Background: an optimization exercise with open tools, aiming at small area, a short achievable clock period and few clock cycles per item. Do not read the settings as production practice.
Where RTL was checked, it was by simulation tests only, not by an equivalence proof against the original.
Function not checked in run 4: the RTL went through the layout flow alone.

$ cat flow/config.mk
export PLATFORM = sky130hd
export DESIGN_NAME = smu_dac_conv
export DESIGN_NICKNAME = smu_dac_conv
export VERILOG_FILES = /design/flow/design.v
export SDC_FILE = /design/flow/constraint.sdc
export NUM_CORES = 4
export LEC_CHECK = 0
export ABC_AREA = 1
export CAP_MARGIN = 50
export CORE_MARGIN = 2
export CORE_UTILIZATION = 60
export CTS_BUF_LIST = sky130_fd_sc_hd__clkbuf_16
export CTS_CLUSTER_DIAMETER = 200
export CTS_CLUSTER_SIZE = 25
export SLEW_MARGIN = 70
$ cat flow/design.v
module v2c_coeff (
    input  wire [2:0] role,
    input  wire [2:0] range,
    output reg  [2:0] q,
    output reg  [7:0] k,
    output reg  [7:0] tb,
    output wire       d7
);
    reg [3:0] p;
    always @(*) begin
        case (role)
            3'd0: begin q = 3'd1; p = 4'd0; end                  
            3'd1: case (range)                                   
                3'd0:    begin q = 3'd7; p = 4'd7; end
                3'd1:    begin q = 3'd7; p = 4'd5; end
                3'd2:    begin q = 3'd6; p = 4'd4; end
                3'd3:    begin q = 3'd5; p = 4'd3; end
                3'd4:    begin q = 3'd4; p = 4'd2; end
                default: begin q = 3'd3; p = 4'd1; end
            endcase
            3'd2, 3'd3: case (range)                             
                3'd0:    begin q = 3'd6; p = 4'd8; end
                3'd1:    begin q = 3'd6; p = 4'd6; end
                3'd2:    begin q = 3'd5; p = 4'd5; end
                3'd3:    begin q = 3'd4; p = 4'd4; end
                3'd4:    begin q = 3'd3; p = 4'd3; end
                default: begin q = 3'd2; p = 4'd2; end
            endcase
            default: begin q = 3'd0; p = 4'd1; end               
        endcase
        k  = 8'd133 - {4'd0, p} - {4'd0, q, 1'b0};
        tb = 8'd150 - {4'd0, p};
    end
    assign d7 = (role == 3'd0) || (role == 3'd1);
endmodule
module v2c_cpa #(parameter W = 8) (
    input  wire [W-1:0] a,
    input  wire [W-1:0] b,
    input  wire         ci,
    output wire [W-1:0] s
);
    localparam NG = (W + 1) / 2;
    wire [2*NG-1:0] ae = {{(2*NG-W){1'b0}}, a};
    wire [2*NG-1:0] be = {{(2*NG-W){1'b0}}, b};
    wire [2*NG-1:0] p  = ae ^ be;
    wire [2*NG-1:0] g  = ae & be;
    wire [2*NG-1:0] se;
    wire [NG:0]     c;
    assign c[0] = ci;
    genvar i;
    generate for (i = 0; i < NG; i = i + 1) begin : grp
        wire cm = g[2*i] | (p[2*i] & c[i]);
        assign c[i+1]    = g[2*i+1] | (p[2*i+1] & g[2*i]) | (p[2*i+1] & p[2*i] & c[i]);
        assign se[2*i]   = p[2*i] ^ c[i];
        assign se[2*i+1] = p[2*i+1] ^ cm;
    end endgenerate
    assign s = se[W-1:0];
endmodule
module v2c_csa #(parameter W = 8) (
    input  wire [W-1:0] a,
    input  wire [W-1:0] b,
    input  wire [W-1:0] c,
    output wire [W-1:0] s,
    output wire [W-1:0] t       
);
    wire [W-1:0] mj = (a & b) | (a & c) | (b & c);
    assign s = a ^ b ^ c;
    assign t = {mj[W-2:0], 1'b0};
endmodule
module v2c_m4369 (
    input  wire [23:0] m,
    output wire [36:0] z
);
    wire [36:0] r0 = {13'b0, m};
    wire [36:0] r1 = {9'b0, m, 4'b0};
    wire [36:0] r2 = {5'b0, m, 8'b0};
    wire [36:0] r3 = {1'b0, m, 12'b0};
    wire [36:0] sa, ta, sb, tb;
    v2c_csa #(37) ca (.a(r0), .b(r1), .c(r2), .s(sa), .t(ta));
    v2c_csa #(37) cb (.a(sa), .b(ta), .c(r3), .s(sb), .t(tb));
    v2c_cpa #(37) ap (.a(sb), .b(tb), .ci(1'b0), .s(z));
endmodule
module v2c_unpack #(parameter UMAX = 21) (
    input  wire [31:0] f,
    input  wire [7:0]  kb,
    input  wire [7:0]  tb,
    output wire [23:0] m,
    output wire        sat,
    output wire        zero,
    output wire [4:0]  u,
    output wire        sticky,
    output wire        bad
);
    wire [7:0] ex  = f[30:23];
    wire       nz  = |ex;
    wire [7:0] exe = nz ? ex : 8'd1;
    assign m   = {nz, f[22:0]};
    assign bad = &ex;
    wire [8:0] us = {1'b0, kb} - {1'b0, exe};
    assign sat  = us[8];
    assign zero = !us[8] && (us[7:0] > UMAX);
    assign u    = us[4:0];
    wire [8:0]  ts = {1'b0, tb} - {1'b0, exe};
    wire [24:0] suf;
    assign suf[0] = 1'b0;
    genvar i;
    generate for (i = 1; i <= 24; i = i + 1) begin : sf
        assign suf[i] = suf[i-1] | m[i-1];
    end endgenerate
    wire [4:0] tc = ts[8] ? 5'd0 : ((ts[7:0] > 8'd24) ? 5'd24 : ts[4:0]);
    assign sticky = suf[tc];
endmodule
module v2c_div7 #(parameter W = 20) (
    input  wire [W-1:0] n,
    output wire [W-1:0] quo
);
    wire [2:0] r [0:W];
    assign r[W] = 3'd0;
    genvar i;
    generate for (i = W - 1; i >= 0; i = i - 1) begin : st
        wire r2 = r[i+1][2], r1 = r[i+1][1], r0 = r[i+1][0], b = n[i];
        assign quo[i]  = r2 | (r1 & r0 & b);
        assign r[i][2] = r2 ? (r1 | (r0 & b)) : (r1 & !(r0 & b));
        assign r[i][1] = r2 ? (r0 ^ b)       : (r0 & !(r1 & b));
        assign r[i][0] = r2 ? !b             : (b & !(r1 & r0));
    end endgenerate
endmodule
module v2c_div3 #(parameter W = 20) (
    input  wire [W-1:0] n,
    output wire [W-1:0] quo
);
    wire [1:0] r [0:W];
    assign r[W] = 2'd0;
    genvar i;
    generate for (i = W - 1; i >= 0; i = i - 1) begin : st
        wire r1 = r[i+1][1], r0 = r[i+1][0], b = n[i];
        assign quo[i]  = r1 | (r0 & b);
        assign r[i][1] = (r0 & !b) | (r1 & b);
        assign r[i][0] = (!r1 & !r0 & b) | (r1 & !b);
    end endgenerate
endmodule
module smu_dac_conv (
    input  wire        clk,
    input  wire        rst,         
    input  wire        in_valid,
    output wire        in_ready,
    input  wire [3:0]  in_role,     
    input  wire [7:0]  in_range,    
    input  wire [31:0] in_x,        
    input  wire [31:0] in_cllv,     
    input  wire [31:0] in_clhv,     
    output wire        out_valid,
    input  wire        out_ready,
    output wire [15:0] out_code,
    output wire        out_err      
);
    localparam [2:0] CLLI = 3'd2, CLHI = 3'd3, CLLV = 3'd4, CLHV = 3'd5;
    localparam [20:0] CLLI_Z = -21'sd10923;
    localparam [20:0] CLHI_Z = 21'sd10922;
    localparam [20:0] ZNEG = -21'sd524288;
    localparam [20:0] ZPOS = 21'sd524287;
    reg  [4:0] ct;
    reg        rdy_r;
    wire       acc  = in_valid && rdy_r;
    wire       take;
    always @(posedge clk) begin
        if (rst) begin
            ct    <= 5'd0;
            rdy_r <= 1'b1;
        end else if (acc && !take) begin
            ct    <= {ct[3:0], 1'b1};
            rdy_r <= !ct[3];
        end else if (take && !acc) begin
            ct    <= {1'b0, ct[4:1]};
            rdy_r <= 1'b1;
        end
    end
    assign in_ready = rdy_r;
    reg        v0;
    reg [2:0]  role0, range0;
    reg        ok0;
    reg [31:0] x0, c0;
    always @(posedge clk) begin
        v0     <= acc && !rst;
        role0  <= in_role[2:0];
        range0 <= in_range[2:0];
        ok0    <= (in_role < 4'd6) && (in_range < 8'd6);
        x0     <= in_x;
        c0     <= (in_role[2:0] == CLLV) ? in_clhv : in_cllv;
    end
    wire [2:0] q;
    wire [7:0] k, tb;
    wire       d7;
    v2c_coeff u_coeff (.role(role0), .range(range0), .q(q), .k(k), .tb(tb), .d7(d7));
    wire [23:0] mx;
    wire [4:0]  ux;
    wire        satx, zerox, stkx, badx;
    v2c_unpack #(.UMAX(21)) u_upx (.f(x0), .kb(k), .tb(tb), .m(mx), .sat(satx),
                                   .zero(zerox), .u(ux), .sticky(stkx), .bad(badx));
    wire [36:0] zx;
    v2c_m4369 u_zx (.m(mx), .z(zx));
    reg  [43:0] ra, rb, rc;
    always @(*) begin
        case (q[1:0])
            2'd0:    begin ra = {1'b0, zx, 6'b0}; rb = 44'd0;              rc = 44'd0;            end
            2'd1:    begin ra = {1'b0, zx, 6'b0}; rb = {3'b0, zx, 4'b0};   rc = 44'd0;            end
            2'd2:    begin ra = {1'b0, zx, 6'b0}; rb = {2'b0, zx, 5'b0};   rc = {5'b0, zx, 2'b0}; end
            default: begin ra = {zx, 7'b0};       rb = ~{5'b0, zx, 2'b0};  rc = {7'b0, zx};       end
        endcase
    end
    wire [43:0] sw, tw, w;
    v2c_csa #(44) u_cw (.a(ra), .b(rb), .c(rc), .s(sw), .t(tw));
    v2c_cpa #(44) u_aw (.a(sw), .b(tw), .ci(q[1:0] == 2'd3), .s(w));
    wire [23:0] mc;
    wire [4:0]  uc;
    wire        satc, zeroc, stkc, badc;
    v2c_unpack #(.UMAX(17)) u_upc (.f(c0), .kb(8'd130), .tb(8'd149), .m(mc), .sat(satc),
                                   .zero(zeroc), .u(uc), .sticky(stkc), .bad(badc));
    wire [36:0] zc;
    v2c_m4369 u_zc (.m(mc), .z(zc));
    wire [17:0] nsc  = zeroc ? 18'd0 : (zc[36:19] >> uc);
    wire        ovfc = satc || nsc[17];
    wire        sgnc = c0[31];
    wire [20:0] bc   = (role0 == CLLV) ? -21'sd4369 : 21'sd4369;
    wire [20:0] ac   = sgnc ? ~{4'b0, nsc[16:0]} : {4'b0, nsc[16:0]};
    wire [20:0] tcs;
    v2c_cpa #(21) u_anc (.a(bc), .b(ac), .ci(sgnc && !stkc), .s(tcs));
    wire [20:0] tc   = ovfc ? (sgnc ? ZNEG : ZPOS) : tcs;
    wire [20:0] zb   = role0[2] ? tc : (role0[0] ? CLHI_Z : CLLI_Z);
    reg        va;
    reg        d7a, q2a, sgna, sata, zeroa, stka, erra, lowa, uppa;
    reg [4:0]  ua;
    reg [43:0] wa;
    reg [20:0] zba;
    always @(posedge clk) begin
        va    <= v0 && !rst;
        d7a   <= d7;
        q2a   <= q[2];
        erra  <= !ok0 || badx || (role0[2] && badc);
        lowa  <= (role0 == CLLI) || (role0 == CLLV);
        uppa  <= (role0 == CLHI) || (role0 == CLHV);
        sgna  <= x0[31];
        sata  <= satx;
        zeroa <= zerox;
        stka  <= stkx;
        ua    <= ux;
        wa    <= w;
        zba   <= zb;
    end
    wire [52:0] p0 = {wa, 9'b0};
    wire [52:0] p1 = {2'b0, wa, 7'b0};
    wire [52:0] p2 = ~{5'b0, wa, 4'b0};
    wire [52:0] p3 = {9'b0, wa};
    wire [52:0] s5a, t5a, s5b, t5b, p625;
    v2c_csa #(53) u_c5a (.a(p0), .b(p1), .c(p2), .s(s5a), .t(t5a));
    v2c_csa #(53) u_c5b (.a(s5a), .b(t5a), .c(p3), .s(s5b), .t(t5b));
    v2c_cpa #(53) u_a5 (.a(s5b), .b(t5b), .ci(1'b1), .s(p625));
    wire [21:0] ph  = q2a ? p625[52:31] : {1'b0, wa[43:23]};
    wire [21:0] nsh = zeroa ? 22'd0 : (ph >> ua);
    wire        ovf = sata || (|nsh[21:19]);
    wire [18:0] nab = nsh[18:0];
    wire [20:0] axn = sgna ? ~{2'b0, nab} : {2'b0, nab};
    wire [20:0] txs = axn + {20'd0, sgna && !stka};
    wire [20:0] tx  = ovf ? (sgna ? ZNEG : ZPOS) : txs;
    wire [20:0] wba   = sgna ? ~zba : zba;
    wire        gt    = wba[20] || (nab > wba[18:0]);
    wire        below = ovf ? sgna : (sgna ? gt : !gt);
    wire        selb  = (lowa && !below) || (uppa && below);
    reg        vb;
    reg        d7b, errb;
    reg [20:0] zsb;
    reg [2:0]  bt;                      
    wire       bhold = vb && bt[2];
    always @(posedge clk) begin
        if (rst) begin
            vb   <= 1'b0;
        end else if (!bhold) begin
            vb   <= va;
            d7b  <= d7a;
            errb <= erra;
            zsb  <= selb ? zba : tx;
        end
    end
    wire [5:0]  nbh = zsb[20:15] + (d7b ? 6'd7 : 6'd3);
    wire [20:0] nsb = {nbh, zsb[14:0]};
    wire [18:0] q7;
    wire [17:0] q3;
    v2c_div7 #(.W(19)) u_d7 (.n(nsb[18:0]), .quo(q7));
    v2c_div3 #(.W(18)) u_d3 (.n(nsb[17:0]), .quo(q3));
    wire        sat7  = nsb[19] || (|q7[18:16]);
    wire        sat3  = (|nsb[19:18]) || (|q3[17:16]);
    wire [15:0] quo   = d7b ? q7[15:0] : q3[15:0];
    wire        satq  = d7b ? sat7 : sat3;
    wire [15:0] code  = nsb[20] ? 16'd0 : (satq ? 16'hFFFF : quo);
    wire [16:0] res   = errb ? 17'h10000 : {1'b0, code};
    reg        ov;
    reg [16:0] ob;                      
    reg [16:0] bm [0:2];
    reg [1:0]  bwr, brd;
    assign take = ov && out_ready;
    wire       vo    = vb && !bt[2];
    wire       ofree = !ov || out_ready;
    wire       bne   = bt[0];
    wire [2:0] bt_f  = (bne && !vo) ? {1'b0, bt[2:1]} : bt;     
    wire [2:0] bt_h  = vo ? {bt[1:0], 1'b1} : bt;               
    wire [1:0] brd_1 = (brd == 2'd2) ? 2'd0 : brd + 2'd1;
    wire [1:0] bwr_1 = (bwr == 2'd2) ? 2'd0 : bwr + 2'd1;
    wire [1:0] brd_f = bne ? brd_1 : brd;
    wire [1:0] bwr_f = (vo && bne) ? bwr_1 : bwr;
    wire [1:0] bwr_h = vo ? bwr_1 : bwr;
    wire [16:0] onext = bne ? bm[brd] : res;
    always @(posedge clk) begin
        if (rst) begin
            ov   <= 1'b0;
            bwr  <= 2'd0;
            brd  <= 2'd0;
            bt   <= 3'd0;
        end else begin
            if (ofree) begin
                ov   <= bne || vo;
                ob   <= onext;
                bt   <= bt_f;
                brd  <= brd_f;
                bwr  <= bwr_f;
            end else begin
                bt   <= bt_h;
                bwr  <= bwr_h;
            end
            if (vo) bm[bwr] <= res;
        end
    end
    assign out_valid = ov;
    assign out_code  = ob[15:0];
    assign out_err   = ob[16];
endmodule
$ cat flow/standard.sh
#!/bin/bash
# synth_recipe.tcl (not shown) runs the flow's synth.tcl, then flattens the netlist and writes it again
# the make line also repeats each setting of config.mk as NAME=value (left out here)
make -C /OpenROAD-flow-scripts/flow DESIGN_CONFIG=/design/flow/config.mk WORK_HOME=/design/flow/orfs CLKGATE_MAP_FILE= SYNTH_SCRIPT=/design/flow/synth_recipe.tcl "${@:-finish}"
$ cat flow/constraint.sdc
create_clock -name core_clock -period 40.0 [get_ports {clk}]
set_input_delay 8.0000 -clock core_clock [delete_from_list [all_inputs] [get_ports {clk}]]
set_output_delay 8.0000 -clock core_clock [all_outputs]
set_load 0.01 [all_outputs]
$ cat flow/flow/run.sh
#!/bin/bash
# The standard layout, with plain buffers (sky130_fd_sc_hd__buf_1) on the ports
# instead of the delay buffers buffer_ports picks by default.
set -euo pipefail
bash standard.sh "BUFFER_PORTS_ARGS=-buffer_cell sky130_fd_sc_hd__buf_1" finish > standard.log 2>&1
==> run summary, run 1 <==
CP max stage delay roughly 370 ps; ANT cells 0; Placer Congestion around 0.96; arrival time at the worst endpoint 1040 ps; Max Slew Vio Count 0; Seq/Total Area, Yosys 0.223; overall die width around 220 um; clk buf depth 3; postcts setup bufs 0; HPWL Detailed 53500 um; nets@finish ~4.3k; period utilization 0.226; Total Wirelength 64100 um; vias ~23k; DRT antenna net count 0; ys async rst share 0; post-layout util 0.645; Fin. Hold Viols 0; Max-Cap Viols 0; vias per cell roughly 5.5; Post-DP Area approximately 0.029 mm2; Setup Crit Path Kind reg -> out; critical path required time approximately 32000 ps; All-Layer GR Usage 0.274; min cycle time layout roughly 9000 ps; endpoint type of the worst setup path output port; I/O Pins 131; ys flop type dfxtp_1; Netlist Area Pre-Place 0.0274 mm2; crit-path leading delay family flip-flops; Mapped Cells approximately 3.5k; status complete, no violations; Die Height around 220 um; Fin Clk Skew 41.6 ps; Synthesized Nets between 4k and 5k; Buf+Inv Stages, Crit Path 1; die area 0.0473 mm2; HP Class reg -> reg; number of global-route vias before repair 23.3k; Wirelength per Cell ~15 um; Initial DRC Count 1420; clock sink count between 200 and 300; DR pass1 iterations 5; CTS root buf clkbuf_16; Synth Warn # 4; RSZ-0062 raised after global routing no; Initial Util 0.606; core area 0.0452 mm2; Inserted Clock Buffers 14; CTS tree yes; final setup vio count 0; DRC viols 0; CP Cell Sequence buf_1; setup TNS 0 ps; clock-pin slew on the worst setup and hold paths roughly 100 ps; Cell variety after synth 54; Rel. slew slack 0.705; cell row count 78; Area growth syn-to-layout 6.43%; layout cells sized above 1 0.0536; hold buffers post-CTS 0; initial antenna violation count 0; Slew @ Worst Pin between 400 and 500 ps; max frequency approximately 110 MHz; fin area slightly below 0.03 mm2; CP startpoint kind register; Worst Path Max Fanout 3; port buffer count 130; first-pass GRT wire length ~110000 um; Max H-tree Level 1; Yosys reg bits 259; Worst-Skew Late Latency 520 ps; Post-synth EDFFs roughly 90; Synth Area per Inst roughly 7.7 um2; largest net degree at the start of global routing a little under 80; grt ovf 0; Crit-path slowest cell dfxtp_1; Min Hold Slack around 390 ps; CTS resizes 0
==> cell type report <==
cell class	instances	area (um2)
multi-input cells	2545	18700
flip-flops and latches	259	6130
clock inverters	7	38.8
inverters	639	2410
clock buffers	15	375
well taps	600	751
repair buffers	156	744
fillers	4002	16100
==> sequential cells by signal, indices dropped and copies added (netlist names), 2 cells and up, named ones only <==
register  flops
bt            3
bwr           2
bm           51
brd           2
wa           44
ua            5
range0        3
role0         3
x0           32
ct            5
zba          20
zsb          21
c0           32
ob           17
==> logic make-up after synthesis <==
| family | count (synthesis) | share of synthesized area |
|---|---|---|
| mux | 48 | 0.0190 |
| fa+ha+maj | 524 | 0.305 |
| compound gates | 675 | 0.137 |
| buf+inv | 728 | 0.100 |
| simple gates | 1175 | 0.176 |
| flops | 259 | 0.223 |
| xor+xnor | 123 | 0.0394 |
==> synth_stat cells, drive strengths merged, types with 6 or more instances <==
cell type | n | area, um2
nand2 | 721 | 2730
inv | 633 | 2380
ha | 285 | 3570
o21ai | 275 | 1430
a21oi | 273 | 1390
fa | 239 | 4780
nor2 | 225 | 847
dfxtp | 168 | 3360
nand3 | 146 | 736
edfxtp | 91 | 2730
xor2 | 77 | 674
clkbuf | 72 | 270
xnor2 | 46 | 403
mux2 | 32 | 360
nand4 | 30 | 188
o22ai | 22 | 138
o211ai | 21 | 158
a31oi | 18 | 113
nor3 | 18 | 90.1
buf | 17 | 73.8
mux2i | 16 | 160
or2 | 16 | 100
a211oi | 11 | 82.6
a21o | 10 | 75.1
nand3b | 8 | 60.1
nor4 | 8 | 50.1
a221oi | 7 | 61.3
a22oi | 6 | 45.0
clkinv | 6 | 22.5
==> cells in the final DEF (no fill, tap or decap), types with 22 or more instances in the layout <==
master	n
nand2_1	710
inv_1	619
ha_1	284
a21oi_1	262
o21ai_0	251
fa_1	239
nor2_1	214
nand3_1	145
dfxtp_1	145
buf_1	130
edfxtp_1	91
xor2_1	76
xnor2_1	45
mux2_2	32
nand4_1	30
o22ai_1	22
==> final timing paths <==
check	from	end	slack, ps	depth (start not counted)
worst max-delay path	ov	out_valid	30960	1
worst min-delay path	x0[31]	sgna	390	0
worst max register to register	wa[2]	zsb[18]	31120	78
worst min register to register	x0[31]	sgna	390	0
==> layer usage <==
metal	up-vias	global-route usage	share of wire	wire length, um
met5	-	0	0	0
met4	0	0.0662	0.022	1380
met3	92	0.0344	0.052	3330
met2	595	0.484	0.48	31000
met1	10900	0.357	0.44	28400
li1	11600	-	-	-
==> stage by stage <==
stage	std cells	worst slack, ps
floorplan	3532	30180
global placement	4192	30340
detailed placement	4195	30740
CTS	4217	30930
global route	4221	30070
finish	4221	30960
Testbench counts, summed over its fixed seeds: cycles 4,832, items 4,800.
==> inputs of run 2 (changes only) <==
--- a/flow/config.mk
+++ b/flow/config.mk
@@ -12,4 +12,4 @@
 export CTS_BUF_LIST = sky130_fd_sc_hd__clkbuf_16
 export CTS_CLUSTER_DIAMETER = 200
-export CTS_CLUSTER_SIZE = 25
+export CTS_CLUSTER_SIZE = 20
 export SLEW_MARGIN = 70
==> run summary, run 2 <==
Initial DRC Count ~1.4k; nets@finish approximately 4.3k; DRT antenna net count 0; Fillers about 4.0k; Post-synth EDFFs 91; Total Wirelength around 64000 um; worst r2r src wa[2]; Max-Cap Viols 0; Synthesized Nets between 4k and 5k; endpoint type of the worst setup path output port; Area growth syn-to-layout 6.60%; overall die width between 200 and 250 um; CP startpoint kind register; DRC viols 0; Fin. Hold Viols 0; ys async rst share 0; CTS tree yes; Slew @ Worst Pin 454 ps; met1 GRT Util 0.358; CP max stage delay roughly 360 ps; post-synth top area share 0.175; Seq/Total Area, Yosys 0.223; most frequent cell after synthesis nand2_1; final setup vio count 0; I/O Pins between 100 and 150; max frequency roughly 110 MHz; list of most frequent post-synthesis cells 713 x nand2_1, 627 x inv_1, 285 x ha_1, 267 x a21oi_1, 253 x o21ai_0; CTS root buf clkbuf_16; Post-DP Area roughly 0.029 mm2; min cycle time layout 9040 ps; clock-pin slew on the worst setup and hold paths about 90 ps; ANT cells 0; cell taking the most area after synthesis fa_1; largest net degree at the start of global routing slightly below 80; Largest regs bm: 51 flops, wa: 44 flops; Cell variety after synth between 50 and 60; met2 GRT Util 0.487; HP Class reg -> reg; hold_sp x0[31]; Synth Area per Inst 7.75 um2; Max Slew Vio Count 0; clk buf depth 3; number of global-route vias before repair 23.4k; Placer Congestion about 0.96; Max H-tree Level 1; Rel. slew slack 0.694; vias about 23k; main area contributors after synthesis fa_1 17%, ha_1 13%, dfxtp_1 12%, edfxtp_1 10%, nand2_1 9.8%; Fin Clk Skew 19.9 ps; Synth Warn # 4; grt ovf 0; Netlist Area Pre-Place 0.0274 mm2; vias per cell 5.50; max FFs per register approximately 50; CP Cell Sequence buf_1; Worst Path Max Fanout 3; DR pass1 iterations 5; first-pass GRT wire length between 100000 and 150000 um; crit-path leading delay family flip-flops; fin area approximately 0.029 mm2; initial antenna violation count 0; Initial Util 0.606; Crit-path slowest cell dfxtp_1; postcts setup bufs 0; Mapped Cells between 3k and 4k; port buffer count 130; layout cells sized above 1 0.0538; HPWL Detailed ~53000 um; critical path required time 32000 ps; CTS resizes 0; setup TNS 0 ps; hold buffers post-CTS 0; die area 0.0473 mm2; Yosys reg bits 259; highest-count cells in the layout ignoring fill and taps 710 x nand2_1, 622 x inv_1, 284 x ha_1; cell row count 78; period utilization 0.226; All-Layer GR Usage 0.275; Wirelength per Cell ~15 um; arrival time at the worst endpoint between 1000 and 1500 ps; grt peak-use layer met2; ys flop type dfxtp_1; most common cell after layout, fill and taps aside nand2_1; RSZ-0062 raised after global routing no; met3 usage 0.0344; Worst-Skew Late Latency between 500 and 600 ps; clock sink count around 260; Die Height 218 um; Setup Crit Path Kind reg -> out; Inserted Clock Buffers 16; status complete, no violations; crit path launch ov; largest reg by FF count bm; core area about 0.045 mm2; Buf+Inv Stages, Crit Path 1
[run 2: path summary, 6_finish.rpt]
check,endpoint,slack [ps],cells past startpoint
min,sgna,400,0
max,out_valid,30960,1
min reg2reg,sgna,400,0
max reg2reg,zsb[18],31130,78
[run 2: area by class of cell]
cell class | count | area, um2 | area share
repair buffers | 156 | 744 | 0.0255
multi-input cells | 2545 | 18700 | 0.640
clock buffers | 17 | 425 | 0.0146
inverters | 639 | 2410 | 0.0825
clock inverters | 9 | 33.8 | 0.00116
well taps | 600 | 751 | 0.0257
flip-flops and latches | 259 | 6130 | 0.210
[run 2: through the flow]
| stage | std cells | hold WS (ps) | worst slack (ps) | util |
|---|---|---|---|---|
| after floorplan | 3532 | 310 | 30180 | - |
| after global placement | 4192 | 399 | 30340 | 0.629 |
| after detailed placement | 4195 | 393 | 30740 | 0.632 |
| after CTS | 4221 | 397 | 30940 | 0.643 |
| after global routing | 4225 | 403 | 30070 | 0.646 |
| final | 4225 | 398 | 30960 | 0.646 |
[run 2: routing by layer]
| metal | wire [um] | share of wire |
|---|---|---|
| met5 | 0 | 0 |
| met4 | 1390 | 0.022 |
| met3 | 3210 | 0.050 |
| met2 | 31100 | 0.48 |
| met1 | 28700 | 0.45 |
[run 2: cells by family (layout without fill, tap and decap cells)]
family / Yosys count / count (layout) / synth area share
simple gates: 1175 / 1175 / 0.176
buf+inv: 728 / 821 / 0.100
compound gates: 675 / 675 / 0.137
fa+ha+maj: 524 / 524 / 0.305
flops: 259 / 259 / 0.223
xor+xnor: 123 / 123 / 0.0394
mux: 48 / 48 / 0.0190
==> inputs of run 3 (changes only) <==
--- a/flow/design.v
+++ b/flow/design.v
@@ -3,9 +3,6 @@
     input  wire [2:0] range,
     output reg  [2:0] q,
-    output reg  [7:0] k,
-    output reg  [7:0] tb,
-    output wire       d7
+    output reg  [3:0] p
 );
-    reg [3:0] p;
     always @(*) begin
         case (role)
@@ -29,8 +26,5 @@
             default: begin q = 3'd0; p = 4'd1; end               
         endcase
-        k  = 8'd133 - {4'd0, p} - {4'd0, q, 1'b0};
-        tb = 8'd150 - {4'd0, p};
     end
-    assign d7 = (role == 3'd0) || (role == 3'd1);
 endmodule
 module v2c_cpa #(parameter W = 8) (
@@ -177,6 +171,10 @@
     end
     assign in_ready = rdy_r;
+    wire [2:0] qi;
+    wire [3:0] pi;
+    v2c_coeff u_coeff (.role(in_role[2:0]), .range(in_range[2:0]), .q(qi), .p(pi));
     reg        v0;
-    reg [2:0]  role0, range0;
+    reg [2:0]  role0, q;
+    reg [3:0]  pw0;
     reg        ok0;
     reg [31:0] x0, c0;
@@ -184,13 +182,13 @@
         v0     <= acc && !rst;
         role0  <= in_role[2:0];
-        range0 <= in_range[2:0];
+        q      <= qi;
+        pw0    <= pi;
         ok0    <= (in_role < 4'd6) && (in_range < 8'd6);
         x0     <= in_x;
         c0     <= (in_role[2:0] == CLLV) ? in_clhv : in_cllv;
     end
-    wire [2:0] q;
-    wire [7:0] k, tb;
-    wire       d7;
-    v2c_coeff u_coeff (.role(role0), .range(range0), .q(q), .k(k), .tb(tb), .d7(d7));
+    wire [7:0] k  = 8'd133 - {4'd0, pw0} - {4'd0, q, 1'b0};
+    wire [7:0] tb = 8'd150 - {4'd0, pw0};
+    wire       d7 = (role0 == 3'd0) || (role0 == 3'd1);
     wire [23:0] mx;
     wire [4:0]  ux;
@@ -198,18 +196,24 @@
     v2c_unpack #(.UMAX(21)) u_upx (.f(x0), .kb(k), .tb(tb), .m(mx), .sat(satx),
                                    .zero(zerox), .u(ux), .sticky(stkx), .bad(badx));
-    wire [36:0] zx;
-    v2c_m4369 u_zx (.m(mx), .z(zx));
-    reg  [43:0] ra, rb, rc;
+    reg  [30:0] ra, rb, rc;
     always @(*) begin
         case (q[1:0])
-            2'd0:    begin ra = {1'b0, zx, 6'b0}; rb = 44'd0;              rc = 44'd0;            end
-            2'd1:    begin ra = {1'b0, zx, 6'b0}; rb = {3'b0, zx, 4'b0};   rc = 44'd0;            end
-            2'd2:    begin ra = {1'b0, zx, 6'b0}; rb = {2'b0, zx, 5'b0};   rc = {5'b0, zx, 2'b0}; end
-            default: begin ra = {zx, 7'b0};       rb = ~{5'b0, zx, 2'b0};  rc = {7'b0, zx};       end
+            2'd0:    begin ra = {1'b0, mx, 6'b0}; rb = 31'd0;              rc = 31'd0;            end
+            2'd1:    begin ra = {1'b0, mx, 6'b0}; rb = {3'b0, mx, 4'b0};   rc = 31'd0;            end
+            2'd2:    begin ra = {1'b0, mx, 6'b0}; rb = {2'b0, mx, 5'b0};   rc = {5'b0, mx, 2'b0}; end
+            default: begin ra = {mx, 7'b0};       rb = ~{5'b0, mx, 2'b0};  rc = {7'b0, mx};       end
         endcase
     end
-    wire [43:0] sw, tw, w;
-    v2c_csa #(44) u_cw (.a(ra), .b(rb), .c(rc), .s(sw), .t(tw));
-    v2c_cpa #(44) u_aw (.a(sw), .b(tw), .ci(q[1:0] == 2'd3), .s(w));
+    wire [30:0] sy, ty, y;
+    v2c_csa #(31) u_cy (.a(ra), .b(rb), .c(rc), .s(sy), .t(ty));
+    v2c_cpa #(31) u_ay (.a(sy), .b(ty), .ci(q[1:0] == 2'd3), .s(y));
+    wire [43:0] r0 = {13'b0, y};
+    wire [43:0] r1 = {9'b0, y, 4'b0};
+    wire [43:0] r2 = {5'b0, y, 8'b0};
+    wire [43:0] r3 = {1'b0, y, 12'b0};
+    wire [43:0] sw1, tw1, sw, tw, w;
+    v2c_csa #(44) u_cw1 (.a(r0), .b(r1), .c(r2), .s(sw1), .t(tw1));
+    v2c_csa #(44) u_cw2 (.a(sw1), .b(tw1), .c(r3), .s(sw), .t(tw));
+    v2c_cpa #(44) u_aw (.a(sw), .b(tw), .ci(1'b0), .s(w));
     wire [23:0] mc;
     wire [4:0]  uc;
==> run summary, run 3 <==
Post-synth EDFFs between 90 and 100; period utilization 0.239; placed insts between 4k and 5k; Synth Area per Inst 7.95 um2; DRC viols 0; DR pass1 iterations 5; Register Area between 0.006 and 0.007 mm2; Rel. slew slack 0.711; cell row count 77; final setup vio count 0; crit path launch q[1]; Initial DRC Count 1333; Inserted Clock Buffers 17; Max H-tree Level 1; Netlist Area Pre-Place 0.0267 mm2; Die Height around 220 um; die area 0.0463 mm2; All-Layer GR Usage 0.274; CTS root buf clkbuf_16; Max Slew Vio Count 0; most frequent cell after synthesis nand2_1; Cell variety after synth approximately 60; Area growth syn-to-layout 6.65%; postcts setup bufs 0; list of most frequent post-synthesis cells 660 x nand2_1, 581 x inv_1, 282 x ha_1, 258 x a21oi_1, 236 x fa_1; Mapped Cells between 3k and 4k; cell taking the most area after synthesis fa_1; Worst Path Max Fanout 46; Seq/Total Area, Yosys 0.231; CP startpoint kind register; max frequency ~100 MHz; Fillers about 3.9k; clk buf depth 3; Yosys reg bits between 200 and 300; RSZ-0062 raised after global routing no; CP dominant cell by count nand2_1; layout cells sized above 1 0.0558; ys async rst share 0; Placer Congestion 0.920; Slew @ Worst Pin ~430 ps; first-pass GRT wire length around 110000 um; largest reg by FF count bm; CTS resizes 0; non-filler cells, final slightly above 4k; hold_sp x0[31]; main area contributors after synthesis fa_1 18%, ha_1 13%, dfxtp_1 13%, edfxtp_1 10%, nand2_1 9.3%; status complete, no violations; highest-count cells in the layout ignoring fill and taps 659 x nand2_1, 575 x inv_1, 282 x ha_1; arrival time at the worst endpoint ~10000 ps; Total Wirelength between 60000 and 70000 um; nets@finish 4084; Crit-path slowest cell dfxtp_2; critical path required time approximately 40000 ps; grt ovf 0; worst r2r src q[1]; min cycle time layout 9580 ps; largest net degree at the start of global routing 47; CTS tree yes; Synthesized Nets approximately 4.0k; clock-pin slew on the worst setup and hold paths around 80 ps; Wirelength per Cell about 15 um; initial antenna violation count 1; Max-Cap Viols 0; HPWL Detailed 51700 um; HP Class reg -> reg; max FFs per register 51; overall die width ~220 um; CP max stage delay 560 ps; post-synth top area share 0.177; hold buffers post-CTS 0; multi-input logic area approximately 0.018 mm2; core area 0.0441 mm2; Synth Warn # 4; Worst-Skew Late Latency about 540 ps; vias per cell roughly 5.4; endpoint type of the worst setup path register; port buffer count 130; Largest regs bm: 51 flops, wa: 44 flops; Setup Crit Path Kind reg -> reg; Initial Util 0.606; Fin Clk Skew approximately 28 ps; most common cell after layout, fill and taps aside nand2_1; Fin. Hold Viols 0; DRT antenna net count 0; I/O Pins 131; ys flop type dfxtp_1; clock sink count around 260; vias 22.0k; setup TNS 0 ps; number of global-route vias before repair around 22k
==> run 3: cell types whose count changed after synthesis, sizes merged, moves of 15 or more <==
cell   change
nand2     -52
inv       -40
o21ai     -40
nor2      -22
or2       +16
o22ai     -15
==> run 3: logic make-up after synthesis <==
kind of cell / count (synthesis) / synth area share
AO/OA/AOI/OAI: 613 / 0.128
buffers and inverters: 675 / 0.0950
AND/OR/NAND/NOR: 1117 / 0.175
adder cells (fa/ha/maj): 518 / 0.309
multiplexers: 47 / 0.0191
flip-flops: 263 / 0.231
XOR/XNOR: 131 / 0.0429
==> run 3: critical path, delay by kind of cell (launching register included) <==
| kind | cells | cell delay (ps) |
|---|---|---|
| compound gates | 15 | 3280 |
| fa+ha+maj | 7 | 2470 |
| simple gates | 19 | 1960 |
| buf+inv | 11 | 1190 |
| flops | 1 | 560 |
==> run 3: per-layer routing <==
layer	track usage	up-vias	part of all wire
met3	0.0229	75	0.040
met2	0.479	483	0.47
met5	0	-	0
met4	0.0593	0	0.021
met1	0.372	10400	0.47
li1	-	11100	-
==> run 3: worst paths after layout <==
kind | slack, ps | end | depth (start not counted)
hold reg to reg | 330 | sgna | 0
setup reg to reg | 30420 | wa[42] | 52
setup / recovery | 30420 | wa[42] | 52
hold / removal | 330 | sgna | 0
==> run 3: final cells by class <==
type                    count  area share
clock inverters             9     0.00193
clock buffers              17      0.0149
well taps                 592      0.0260
diodes                      1   0.0000878
multi-input cells        2426       0.638
flip-flops and latches    263       0.217
inverters                 597      0.0790
repair buffers            149      0.0224
==> run 3: metrics by stage <==
| stage | cell area, um2 | setup WS (ps) | utilization | hold WS [ps] |
|---|---|---|---|---|
| detailed placement | 28000 | 30270 | 0.634 | 320 |
| global route | 28500 | 29540 | 0.646 | 337 |
| floorplan | 26700 | 30180 | - | 310 |
| global placement | 27800 | 29990 | 0.630 | 311 |
| CTS | 28500 | 30230 | 0.645 | 336 |
| finish | 28500 | 30420 | 0.646 | 332 |
Testbench counts of run 3, summed over its fixed seeds: cycles 4,832, items 4,800.
==> inputs of run 4 (changes only) <==
--- a/flow/design.v
+++ b/flow/design.v
@@ -176,5 +176,5 @@
     reg        v0;
     reg [2:0]  role0, q;
-    reg [3:0]  pw0;
+    reg [3:0]  ps0;
     reg        ok0;
     reg [31:0] x0, c0;
@@ -183,11 +183,11 @@
         role0  <= in_role[2:0];
         q      <= qi;
-        pw0    <= pi;
+        ps0     <= pi;
         ok0    <= (in_role < 4'd6) && (in_range < 8'd6);
         x0     <= in_x;
         c0     <= (in_role[2:0] == CLLV) ? in_clhv : in_cllv;
     end
-    wire [7:0] k  = 8'd133 - {4'd0, pw0} - {4'd0, q, 1'b0};
-    wire [7:0] tb = 8'd150 - {4'd0, pw0};
+    wire [7:0] k  = 8'd133 - {4'd0, ps0} - {4'd0, q, 1'b0};
+    wire [7:0] tb = 8'd150 - {4'd0, ps0};
     wire       d7 = (role0 == 3'd0) || (role0 == 3'd1);
     wire [23:0] mx;
@@ -274,15 +274,9 @@
     reg        d7b, errb;
     reg [20:0] zsb;
-    reg [2:0]  bt;                      
-    wire       bhold = vb && bt[2];
     always @(posedge clk) begin
-        if (rst) begin
-            vb   <= 1'b0;
-        end else if (!bhold) begin
-            vb   <= va;
-            d7b  <= d7a;
-            errb <= erra;
-            zsb  <= selb ? zba : tx;
-        end
+        vb   <= va && !rst;
+        d7b  <= d7a;
+        errb <= erra;
+        zsb  <= selb ? zba : tx;
     end
     wire [5:0]  nbh = zsb[20:15] + (d7b ? 6'd7 : 6'd3);
@@ -300,17 +294,15 @@
     reg        ov;
     reg [16:0] ob;                      
-    reg [16:0] bm [0:2];
+    reg [16:0] bm [0:3];
     reg [1:0]  bwr, brd;
+    reg [3:0]  bt;
     assign take = ov && out_ready;
-    wire       vo    = vb && !bt[2];
     wire       ofree = !ov || out_ready;
     wire       bne   = bt[0];
-    wire [2:0] bt_f  = (bne && !vo) ? {1'b0, bt[2:1]} : bt;     
-    wire [2:0] bt_h  = vo ? {bt[1:0], 1'b1} : bt;               
-    wire [1:0] brd_1 = (brd == 2'd2) ? 2'd0 : brd + 2'd1;
-    wire [1:0] bwr_1 = (bwr == 2'd2) ? 2'd0 : bwr + 2'd1;
-    wire [1:0] brd_f = bne ? brd_1 : brd;
-    wire [1:0] bwr_f = (vo && bne) ? bwr_1 : bwr;
-    wire [1:0] bwr_h = vo ? bwr_1 : bwr;
+    wire [3:0] bt_f  = (bne && !vb) ? {1'b0, bt[3:1]} : bt;     
+    wire [3:0] bt_h  = vb ? {bt[2:0], 1'b1} : bt;               
+    wire [1:0] brd_f  = bne ? brd + 2'd1 : brd;
+    wire [1:0] bwr_f  = (vb && bne) ? bwr + 2'd1 : bwr;
+    wire [1:0] bwr_h  = vb ? bwr + 2'd1 : bwr;
     wire [16:0] onext = bne ? bm[brd] : res;
     always @(posedge clk) begin
@@ -319,8 +311,8 @@
             bwr  <= 2'd0;
             brd  <= 2'd0;
-            bt   <= 3'd0;
+            bt   <= 4'd0;
         end else begin
             if (ofree) begin
-                ov   <= bne || vo;
+                ov   <= bne || vb;
                 ob   <= onext;
                 bt   <= bt_f;
@@ -331,5 +323,5 @@
                 bwr  <= bwr_h;
             end
-            if (vo) bm[bwr] <= res;
+            if (vb) bm[bwr] <= res;
         end
     end
--- a/flow/config.mk
+++ b/flow/config.mk
@@ -11,5 +11,5 @@
 export CORE_UTILIZATION = 60
 export CTS_BUF_LIST = sky130_fd_sc_hd__clkbuf_16
-export CTS_CLUSTER_DIAMETER = 200
+export CTS_CLUSTER_DIAMETER = 100
 export CTS_CLUSTER_SIZE = 20
 export SLEW_MARGIN = 70
==> run summary, run 4 <==
status complete, no violations; period utilization 0.238; Max Slew Vio Count 0; largest reg by FF count bm; Register Area 0.00649 mm2; Max H-tree Level 1; met2 GRT Util 0.484; reg-to-reg slack, setup approximately 30000 ps; ys flop type dfxtp_1; Initial Util 0.604; Die Height 217 um; met1 GRT Util 0.381; Synth Warn # 4; nets@finish about 4.1k; Netlist Area Pre-Place 0.0273 mm2; Area growth syn-to-layout 6.90%; most frequent cell after synthesis nand2_1; Yosys reg bits about 280; CP startpoint kind register; DR pass1 iterations 5; CP max stage delay slightly above 600 ps; crit-path leading delay family compound AO/OA/AOI/OAI gates; post-layout util 0.646; DRC viols 0; largest family of logic cells by synthesized area adder cells; Min Hold Slack ~330 ps; I/O Pins around 130; Cell variety after synth 62; critical path required time 40430 ps; max FFs per register 68; worst slack at placement slightly above 30000 ps; Synthesized Nets slightly above 4k; Seq/Total Area, Yosys 0.237; number of global-route vias before repair about 23k; max frequency about 110 MHz; CTS tree yes; initial antenna violation count 1; Fillers roughly 3.9k; layout cells sized above 1 0.0659; cell taking the most area after synthesis fa_1; Crit-path slowest cell fa_1; Largest regs bm: 68 flops, wa: 44 flops; Wirelength per Cell about 16 um; Fin Clk Skew about 36 ps; overall die width between 200 and 250 um; met3 usage 0.0307; Final WS setup 30490 ps; port buffer count 130; post-synth top area share 0.173; final setup vio count 0; Synth Area per Inst about 8.0 um2; Synth Area in Compound Gates 0.132; Inserted Clock Buffers 18; vias per cell between 5 and 6; die area around 0.047 mm2; ANT cells 0; largest net degree at the start of global routing 48; HPWL Detailed between 50000 and 60000 um; Buf+Inv Stages, Crit Path 11; non-filler cells, final slightly above 4k; Synth Area in Simple Gates 0.177; Synth Area in Adders 0.304; CTS resizes 0; Slew @ Worst Pin roughly 450 ps; main area contributors after synthesis fa_1 17%, dfxtp_1 14%, ha_1 13%, edfxtp_1 9.3%, nand2_1 9.1%; cell row count 78; RSZ-0062 raised after global routing no; xor and xnor area share after synthesis 0.0407; Worst-Skew Late Latency 550 ps; vias approximately 23k; All-Layer GR Usage 0.280; hold buffers post-CTS 0; Mapped Cells about 3.4k; Initial DRC Count 1474; most common cell after layout, fill and taps aside nand2_1; Rel. slew slack 0.696; core area around 0.045 mm2; clock sink count 281; ys async rst share 0; list of most frequent post-synthesis cells 665 x nand2_1, 547 x inv_1, 286 x ha_1, 240 x o21ai_0, 236 x fa_1; clock-pin slew on the worst setup and hold paths ~80 ps; HP Class reg -> reg; endpoint type of the worst setup path register; Max-Cap Viols 0; Placer Congestion roughly 0.9; placed insts between 4k and 5k; grt peak-use layer met2; min cycle time layout ~9500 ps; CTS root buf clkbuf_16; Setup Crit Path Kind reg -> reg; mux contribution to synthesized area 0.0183; Worst Path Max Fanout 47; Fin. Hold Viols 0; highest-count cells in the layout ignoring fill and taps 664 x nand2_1, 540 x inv_1, 285 x ha_1; setup TNS 0 ps; Total Wirelength between 60000 and 70000 um; grt ovf 0; first-pass GRT wire length about 110000 um; DRT antenna net count 0; multi-input logic area 0.0186 mm2; clk buf depth 3; arrival time at the worst endpoint roughly 9900 ps; Post-synth EDFFs 85; postcts setup bufs 0
==> run 4: cell count changes in the layout (fill, tap and decap cells not counted), sizes merged, moves of 10 or more <==
cell	before	now
inv	601	566
o21ai	235	268
a21oi	262	232
nor2	203	230
dfxtp	172	196
nand2	669	690
o22ai	7	23
or2	32	20
nand4	44	34
==> run 4: worst paths after layout <==
kind	startpoint	to	depth (start not counted)
hold / removal	x0[31]	sgna	0
hold reg to reg	x0[31]	sgna	0
setup / recovery	q[1]	wa[42]	49
setup reg to reg	q[1]	wa[42]	49
==> run 4: logic make-up after synthesis <==
group / after synthesis
buf+inv: 650
simple gates: 1153
compound gates: 632
fa+ha+maj: 522
flops: 281
xor+xnor: 127
mux: 46
==> run 4: area by class of cell <==
| class | count | area share |
|---|---|---|
| Tap cell | 600 | 0.0257 |
| Timing Repair Buffer | 153 | 0.0240 |
| Inverter | 561 | 0.0725 |
| Clock inverter | 11 | 0.00227 |
| Clock buffer | 18 | 0.0154 |
| Multi-Input combinational cell | 2480 | 0.638 |
| Sequential cell | 281 | 0.222 |
==> run 4: layer usage <==
metal / share of wire / vias up
li1: - / 11200
met1: 0.45 / 10600
met2: 0.47 / 627
met3: 0.055 / 75
met4: 0.018 / 0
met5: 0 / -
==> run 4: through the flow <==
stage	instance area [um2]
floorplan	27300
global placement	28300
detailed placement	28600
CTS	29100
global route	29200
finish	29200

## what the ideal ports hide
Ports are ideal in the flow. The routed layouts listed here were re-timed in OpenROAD.
Step 1: set_driving_cell puts a clkbuf_16 on clk and a buf_2 on each other input, an assumption about the parent block.
Step 2 times the ports against the registers' clock, not the clock port: input delays grow and output delays shrink by t, the midpoint of the rising clock arrivals with the driver on.
Three values: no drivers, after step 1, after step 2; two values: the first two.
run | t, ns | setup slack, ns | slew at the worst register clock pin (ns)
run 1 | 0.556 | 30.960 / 30.902 / 30.750 | 0.11 / 0.11
run 2 | 0.568 | 30.961 / 30.903 / 30.746 | 0.10 / 0.10
run 3 | 0.583 | 30.422 / 30.422 / 30.422 | 0.11 / 0.11
run 4 | 0.589 | 30.485 / 30.485 / 30.485 | 0.09 / 0.09
After both steps every run listed still meets setup and hold. The setup slack of run 2, which loses most, moves by -0.058 ns with the drivers and by -0.215 ns with both steps.
